This design comes from an exercise in tuning for small area, a short achievable clock period and few clock cycles on the open sky130 flow, not from production work. Function was checked by simulation only, so behaviour that the tests miss may differ from the original. The flow treats the clock pin as an ideal source, which a real chip does not have. Power figures rest on the tool's default switching activity, not on a simulated workload.

== before ==
==> flow/design.v <==
module rspf_deframer #(
    parameter MAX_FRAME   = 132,
    parameter MAX_PAYLOAD = 128
) (
    input  wire       clk,
    input  wire       rst,
    input  wire       in_valid,
    input  wire [7:0] in_data,
    output wire       in_ready,
    output reg        ev_valid,
    input  wire       ev_ready,
    output reg  [2:0] ev_kind,
    output reg  [7:0] ev_data
);
    localparam [2:0] EV_ACK = 3'd1, EV_NACK = 3'd2, EV_INT = 3'd3,
                     EV_REJECT = 3'd4, EV_PKT_BYTE = 3'd5, EV_PKT_END = 3'd6;
    localparam [2:0] C_OK = 3'd0, C_BAD_RLE = 3'd1, C_RAW_DOLLAR = 3'd2,
                     C_OVERSIZE = 3'd3, C_BAD_CK_DIGIT = 3'd4, C_CK_MISMATCH = 3'd5;
    localparam QD = 8;    
    localparam QW = 3;    
    reg [7:0] wp;         
    reg [7:0] fs;         
    reg [7:0] rp;         
    reg [7:0] room29;     
    reg [7:0] s0, s1;
    reg       s0v, s1v;
    reg       in_rdy;
    wire      stall;
    wire      pop = s0v && !stall;
    wire      acc = in_valid && in_rdy;
    assign in_ready = in_rdy;
    wire       ld_s0 = pop || !s0v;
    wire [7:0] nb    = s1v ? s1 : in_data;
    reg  [7:0] avail29;                       
    reg       b_dollar, b_hash, b_star, b_brace, b_int, b_sig, b_plus, b_minus;
    reg       b_norm, b_rle, hex_ok;
    reg [3:0] hex_val;
    reg [6:0] b_k;
    reg       run_over;      
    always @(posedge clk) begin
        if (ld_s0) begin
            s0       <= nb;
            b_dollar <= (nb == 8'h24);
            b_hash   <= (nb == 8'h23);
            b_star   <= (nb == 8'h2A);
            b_brace  <= (nb == 8'h7D);
            b_int    <= (nb == 8'h03);
            b_plus   <= (nb == 8'h2B);
            b_minus  <= (nb == 8'h2D);
            b_sig    <= (nb == 8'h2B) || (nb == 8'h2D) || (nb == 8'h03);
            b_norm   <= !(nb == 8'h24 || nb == 8'h23 || nb == 8'h2A || nb == 8'h7D || nb == 8'h03);
            b_rle    <= (nb >= 8'h20 && nb <= 8'h7E);
            hex_ok   <= (nb >= 8'h30 && nb <= 8'h39) || (nb >= 8'h41 && nb <= 8'h46) ||
                        (nb >= 8'h61 && nb <= 8'h66);
            hex_val  <= nb[6] ? nb[3:0] + 4'd9 : nb[3:0];
            b_k      <= nb[6:0] - 7'd29;
            run_over <= ({1'b0, nb[6:0]} > room29);
        end
    end
    always @(posedge clk) begin
        if (rst) begin
            s0v    <= 1'b0;
            s1v    <= 1'b0;
            in_rdy <= 1'b0;
        end else begin
            if (ld_s0)
                s0v <= s1v || acc;
            if (ld_s0)
                s1v <= 1'b0;
            else if (acc)
                s1v <= 1'b1;
            in_rdy <= ld_s0 || !(s1v || acc);
        end
    end
    always @(posedge clk)
        if (!ld_s0 && acc)
            s1 <= in_data;
    wire [7:0] b = s0;
    reg [7:0] payload [0:MAX_PAYLOAD-1];
    reg [15:0] w_in, w_first, w_last;
    reg [7:0]  w_a, w_b;
    reg [8:0]   q [0:QD-1];    
    reg [QW:0]  qwp, qrp;
    wire        q_full  = (qwp[QW] != qrp[QW]) && (qwp[QW-1:0] == qrp[QW-1:0]);
    wire        q_empty = (qwp == qrp);
    reg       st_hunt, st_body, st_esc, st_rle, st_ck1, st_ck2;
    reg [7:0] rx_sum;
    reg       rx_last_ok;
    reg [7:0] rx_last;
    reg [2:0] rx_bad;
    reg [7:0] rx_wire;
    reg       rx_wire_max;   
    reg       rx_hi_ok;      
    reg       room_zero;     
    wire good      = (rx_bad == C_OK);
    wire int_in    = !st_hunt && !st_esc && b_int;       
    wire counted   = st_esc || (!st_hunt && !b_int);
    wire summed    = st_esc || st_rle || (st_body && !b_hash && !b_int);
    wire frame_end = st_ck2 && !b_int;
    wire start     = st_hunt && b_dollar;
    wire lit      = st_esc || (st_body && b_norm);
    wire run      = st_rle && b_rle && rx_last_ok;
    wire st       = lit || run;
    wire st_over  = lit ? room_zero : run_over;
    wire full     = (wp[6:0] == rp[6:0]) && (wp[7] != rp[7]);
    wire run_nospace = ({1'b0, b[6:0]} > avail29);
    wire ck_bad   = !hex_ok || !(rx_hi_ok && hex_val == rx_sum[3:0]);
    wire bad_rle  = (st_body && b_star && !rx_last_ok) || (st_rle && !b_rle);
    wire bad_dol  = st_body && b_dollar;
    wire bad_dig  = (st_ck1 || st_ck2) && !hex_ok;
    wire bad_mis  = st_ck2 && ck_bad;
    wire bad_ovr  = rx_wire_max || (st && st_over);
    wire go_bad   = good && counted && (bad_rle || bad_dol || bad_dig || bad_mis || bad_ovr);
    reg [2:0] cause;
    always @* begin
        if (rx_wire_max)   cause = C_OVERSIZE;
        else if (bad_rle)  cause = C_BAD_RLE;
        else if (bad_dol)  cause = C_RAW_DOLLAR;
        else if (bad_dig)  cause = C_BAD_CK_DIGIT;
        else if (bad_mis)  cause = C_CK_MISMATCH;
        else               cause = C_OVERSIZE;
    end
    wire do_store = st && good && !rx_wire_max && !st_over;
    reg [2:0] end_bad;
    always @* begin
        if (!good)              end_bad = rx_bad;
        else if (rx_wire_max)   end_bad = C_OVERSIZE;
        else if (!hex_ok)       end_bad = C_BAD_CK_DIGIT;
        else if (ck_bad)        end_bad = C_CK_MISMATCH;
        else                    end_bad = C_OK;
    end
    wire push = st_ck2 || (st_hunt && b_sig) || int_in;
    reg [8:0] push_d;
    always @*
        if (st_ck2 && !b_int)
            push_d = (end_bad == C_OK) ? {1'b1, wp} : {1'b0, EV_REJECT, 2'd0, end_bad};
        else if (st_hunt && b_plus)
            push_d = {1'b0, EV_ACK, 5'd0};
        else if (st_hunt && b_minus)
            push_d = {1'b0, EV_NACK, 5'd0};
        else
            push_d = {1'b0, EV_INT, 5'd0};
    assign stall = (push && q_full) ||
                   (lit && full && !room_zero) || (run && run_nospace && !run_over);
    wire [7:0] wp_k  = wp + {1'b0, b_k};
    wire [7:0] wp_1  = wp + 8'd1;
    wire [7:0] wp_st = run ? wp_k : wp_1;
    wire [7:0] rm_k  = room29 - {1'b0, b_k};
    wire [7:0] rm_1  = room29 - 8'd1;
    wire       adv   = pop && !int_in;
    always @(posedge clk) begin
        if (rst) begin
            st_hunt <= 1'b1;
            st_body <= 1'b0;
            st_esc  <= 1'b0;
            st_rle  <= 1'b0;
            st_ck1  <= 1'b0;
            st_ck2  <= 1'b0;
            wp      <= 8'd0;
        end else begin
            if (adv) begin
                st_hunt <= (st_hunt && !b_dollar) || st_ck2;
                st_body <= start || st_esc || st_rle || (st_body && !b_brace && !b_star && !b_hash);
                st_esc  <= st_body && b_brace;
                st_rle  <= st_body && b_star;
                st_ck1  <= st_body && b_hash;
                st_ck2  <= st_ck1;
            end
            if (pop && (do_store || go_bad))
                wp <= do_store ? wp_st : fs;
        end
    end
    always @(posedge clk) begin
        if (pop && start)
            fs <= wp;
        if (pop && (start || (counted && summed)))
            rx_sum <= start ? 8'd0 : rx_sum + b;
        if (pop && (start || st))
            rx_last_ok <= !start;
        if (pop && lit)
            rx_last <= st_esc ? (b ^ 8'h20) : b;
        if (pop && (start || go_bad))
            rx_bad <= start ? C_OK : cause;
        if (pop && (start || counted)) begin
            rx_wire     <= start ? 8'd1 : rx_wire + 1'b1;
            rx_wire_max <= !start && (rx_wire_max || rx_wire == MAX_FRAME - 1);
        end
        if (pop && st_ck1 && !b_int)
            rx_hi_ok <= hex_ok && (hex_val == rx_sum[7:4]);
        if (pop && (start || do_store)) begin
            room29    <= start ? 8'd157 : run ? rm_k : rm_1;
            room_zero <= !start && (run ? (room29 == {1'b0, b[6:0]}) : (room29 == 8'd30));
        end
    end
    wire [3:0] glo  = wp[6:3], ghi = wp_k[6:3];
    wire       wrap = wp_k[7] != wp[7];
    wire [3:0] lo_sum = {1'b0, wp[2:0]} + {1'b0, b_k[2:0]};
    wire       same = (b_k[6:3] == 4'd0) && !lo_sum[3];
    wire       w_go = pop && do_store;
    integer    ii;
    always @(posedge clk) begin
        for (ii = 0; ii < 16; ii = ii + 1) begin
            w_in[ii]    <= w_go && run && (wrap ? (ii > glo || ii < ghi) : (ii > glo && ii < ghi));
            w_first[ii] <= w_go && (ii == glo);
            w_last[ii]  <= w_go && run && !same && (ii == ghi);
        end
        for (ii = 0; ii < 8; ii = ii + 1) begin
            w_a[ii] <= run ? (ii >= wp[2:0]) && (!same || ii < wp_k[2:0]) : (ii == wp[2:0]);
            w_b[ii] <= (ii < wp_k[2:0]);
        end
        if (rst) begin
            w_in    <= 16'd0;
            w_first <= 16'd0;
            w_last  <= 16'd0;
        end
    end
    genvar gi;
    generate
        for (gi = 0; gi < MAX_PAYLOAD; gi = gi + 1) begin : g_pl
            always @(posedge clk)
                if (w_in[gi/8] || (w_first[gi/8] && w_a[gi%8]) || (w_last[gi/8] && w_b[gi%8]))
                    payload[gi] <= rx_last;
        end
    endgenerate
    always @(posedge clk)
        if (push && !q_full)
            q[qwp[QW-1:0]] <= push_d;
    reg         hv;
    reg  [8:0]  qh;
    wire        ld     = hv && (!ev_valid || ev_ready);
    wire        is_pkt = qh[8];
    wire        more   = is_pkt && (rp != qh[7:0]);
    wire        h_take = !hv || (ld && !more);
    reg [7:0]  rl;
    reg [15:0] rm;
    reg [7:0]  rd;
    reg [7:0]  col;
    integer    gj, gg;
    always @* begin
        rd = 8'd0;
        for (gj = 0; gj < 8; gj = gj + 1) begin
            col = 8'd0;
            for (gg = 0; gg < 16; gg = gg + 1)
                col = col | (payload[gg*8+gj] & {8{rm[gg]}});
            rd = rd | (col & {8{rl[gj]}});
        end
    end
    always @(posedge clk) begin
        if (rst) begin
            qwp      <= {(QW+1){1'b0}};
            qrp      <= {(QW+1){1'b0}};
            hv       <= 1'b0;
            rp       <= 8'd0;
            rl       <= 8'd1;
            rm       <= 16'd1;
            ev_valid <= 1'b0;
        end else begin
            if (pop && push)
                qwp <= qwp + 1'b1;
            if (h_take) begin
                hv <= !q_empty;
                if (!q_empty)
                    qrp <= qrp + 1'b1;
            end
            if (ld) begin
                ev_valid <= 1'b1;
                if (more) begin
                    rp <= rp + 1'b1;
                    rl <= {rl[6:0], rl[7]};
                    if (rl[7])
                        rm <= {rm[14:0], rm[15]};
                end
            end else if (ev_ready) begin
                ev_valid <= 1'b0;
            end
        end
    end
    always @(posedge clk)
        if (h_take)
            qh <= q[qrp[QW-1:0]];
    always @(posedge clk)
        avail29 <= rp - wp + 8'd157;
    always @(posedge clk) begin
        if (ld) begin
            ev_kind <= more ? EV_PKT_BYTE : is_pkt ? EV_PKT_END : qh[7:5];
            ev_data <= more ? rd : is_pkt ? 8'd0 : {5'd0, qh[2:0]};
        end
    end
endmodule
clock: 5.5 ns
lec_check: 0
cap_margin: 20
core_margin: 2
core_utilization: 40
cts_cluster_diameter: 80
cts_cluster_size: 22
place_density: 0.6
setup_slack_margin: 2.7
slew_margin: 20
tns_end_percent: 100
run.sh (not shown) runs the stock make flow with config.mk's settings and CLKGATE_MAP_FILE= SYNTH_SCRIPT=/design/flow/synth_recipe.tcl, a recipe that flattens the netlist after the stock synthesis.
Testbench counts of before, summed over its fixed seeds: cycles 10,100.
Modified inputs, after compared to before
--- a/flow/design.v
+++ b/flow/design.v
@@ -175,11 +175,11 @@
             fs <= wp;
         if (pop && (start || (counted && summed)))
             rx_sum <= start ? 8'd0 : rx_sum + b;
         if (pop && (start || st))
             rx_last_ok <= !start;
-        if (pop && lit)
+        if (s0v && lit)
             rx_last <= st_esc ? (b ^ 8'h20) : b;
         if (pop && (start || go_bad))
             rx_bad <= start ? C_OK : cause;
         if (pop && (start || counted)) begin
             rx_wire     <= start ? 8'd1 : rx_wire + 1'b1;
@@ -221,11 +221,11 @@
                 if (w_in[gi/8] || (w_first[gi/8] && w_a[gi%8]) || (w_last[gi/8] && w_b[gi%8]))
                     payload[gi] <= rx_last;
         end
     endgenerate
     always @(posedge clk)
-        if (push && !q_full)
+        if (!q_full)
             q[qwp[QW-1:0]] <= push_d;
     reg         hv;
     reg  [8:0]  qh;
     wire        ld     = hv && (!ev_valid || ev_ready);
     wire        is_pkt = qh[8];
Notes after the runs:
Total routing resource utilization after global routing: before and after compared, higher one is after. after vs. before: maximum frequency fell by 4.1%, minimum clock period after layout went up, total power shows an increase of about 0.9%, setup clock skew after layout rose by 0.0064 ns. Number of sinks driven by the clock tree: before vs after, no meaningful difference. Lower portion of the clock cycle consumed by the worst path in the final layout among before and after: before. Summary — smallest setup slack after layout, after relative to before: lower, by 0.12 ns.
Testbench counts of after, summed over its fixed seeds: cycles 10,100.

---

Setup of 12-20:
Starts from the design.v that is shown in full above.
clock: 5.5 ns
lec_check: 0
cap_margin: 20
core_margin: 2
core_utilization: 40
cts_cluster_diameter: 80
cts_cluster_size: 22
place_density: 0.6
setup_slack_margin: 2.7
slew_margin: 20
tns_end_percent: 100
standard.sh (not shown) runs the stock make flow with config.mk's settings and CLKGATE_MAP_FILE= SYNTH_SCRIPT=/design/flow/synth_recipe.tcl, a recipe that flattens the netlist after the stock synthesis.
==> flow/flow/run.sh <==
#!/bin/bash
# The standard layout, with one more setup-repair pass after clock tree
# synthesis (ORFS's own pass there only resizes within a cell footprint and
# stops early). Each tool's output goes to a log of its own in this folder.
set -euo pipefail
R=orfs/results/${FLOW_PLATFORM}/rspf_deframer/base
bash standard.sh cts > flow_std_cts.log 2>&1
REPAIR_ODB=$R/4_cts.odb REPAIR_SDC=$R/4_cts.sdc REPAIR_MARGIN=3.0 \
    openroad -no_init -exit flow/repair.tcl > flow_repair.log 2>&1
bash standard.sh finish > flow_std_finish.log 2>&1
test -f out/final.def
==> flow/flow/repair.tcl <==
# One setup-repair pass on the clock-tree-synthesised layout, then legalise.
set plat $::env(FLOW_HOME)/platforms/$::env(FLOW_PLATFORM)
read_liberty $plat/lib/sky130_fd_sc_hd__tt_025C_1v80.lib
read_db $::env(REPAIR_ODB)
read_sdc $::env(REPAIR_SDC)
source $plat/setRC.tcl
set_dont_use [list sky130_fd_sc_hd__probe_p_8 sky130_fd_sc_hd__probec_p_8 sky130_fd_sc_hd__lpflow_*]
estimate_parasitics -placement
report_worst_slack
report_design_area
repair_timing -setup -setup_margin $::env(REPAIR_MARGIN) -repair_tns 100 -verbose
set_placement_padding -global -left 0 -right 0
detailed_placement
check_placement -verbose
estimate_parasitics -placement
report_worst_slack
report_design_area
write_db $::env(REPAIR_ODB)
Testbench counts of 12-20, summed over its fixed seeds: cycles 10,100.
Here is what was changed in the inputs of 05-01 compared with 12-20.
--- a/flow/design.v
+++ b/flow/design.v
@@ -176,9 +176,9 @@
         if (pop && (start || (counted && summed)))
             rx_sum <= start ? 8'd0 : rx_sum + b;
         if (pop && (start || st))
             rx_last_ok <= !start;
-        if (pop && lit)
+        if (s0v && lit)
             rx_last <= st_esc ? (b ^ 8'h20) : b;
         if (pop && (start || go_bad))
             rx_bad <= start ? C_OK : cause;
         if (pop && (start || counted)) begin
@@ -222,9 +222,9 @@
                     payload[gi] <= rx_last;
         end
     endgenerate
     always @(posedge clk)
-        if (push && !q_full)
+        if (!q_full)
             q[qwp[QW-1:0]] <= push_d;
     reg         hv;
     reg  [8:0]  qh;
     wire        ld     = hv && (!ev_valid || ev_ready);
Results
No stage failed in 05-01, and the final checks on the layout all came back clean. Switching part of the total power essentially unchanged between 05-01 and 12-20. 05-01 against 12-20: hold slack increased 0.0066 ns; worst-case setup margin in the final layout increased 0.034 ns; parity-gate share of the synthesized area counting xor and xnor cells essentially unchanged; cell area increased 380 µm². Count of clock buffers in the final design, 05-01 and 12-20: lower on 12-20. In the reports for 05-01 and 12-20, the smaller endpoint required time on the critical path belongs to 12-20. Re instance count on the critical path: 05-01 is 1 down on 12-20. 05-01 vs 12-20 — total wire length rose 3.3%. When 05-01 is measured against 12-20, its cell count turns out 24 higher. A cell with the largest stage delay on the worst path of sky130_fd_sc_hd__edfxtp_1 is what 05-01 shows, while sky130_fd_sc_hd__dfxtp_4 belongs to 12-20.
Testbench counts of 05-01, summed over its fixed seeds: cycles 10,100.

## afterwards: timing with drivers on the ports
In the flow no input, the clock included, has a driving cell. The finished layouts below were timed again as built, in two steps. Step 1: set_driving_cell puts a clkbuf_16 on clk and a buf_2 on each other input, an assumption about the parent block. Step 2 adds t to the input delays and takes it off the output delays; t is the mean of the earliest and latest rising clock arrival at the registers after step 1. Input paths then give back, and output paths get back, about the clock's delay inside the block. Three values: no drivers, after step 1, after step 2; two values: the first two.
run	t, ns	slack for setup (ns)	worst setup path after step 2	pins driven straight from the clock port
before	0.726	2.754 / 2.687 / 2.123	input to register	1
after	0.733	2.636 / 2.636 / 2.116	input to register	1
12-20	0.730	2.772 / 2.772 / 2.243	input to register	1
05-01	0.736	2.806 / 2.806 / 2.259	input to register	1
After both steps every run listed still meets setup and hold. For before, which loses most, drivers alone change the setup slack by -0.067 ns; drivers and shift together by -0.631 ns.
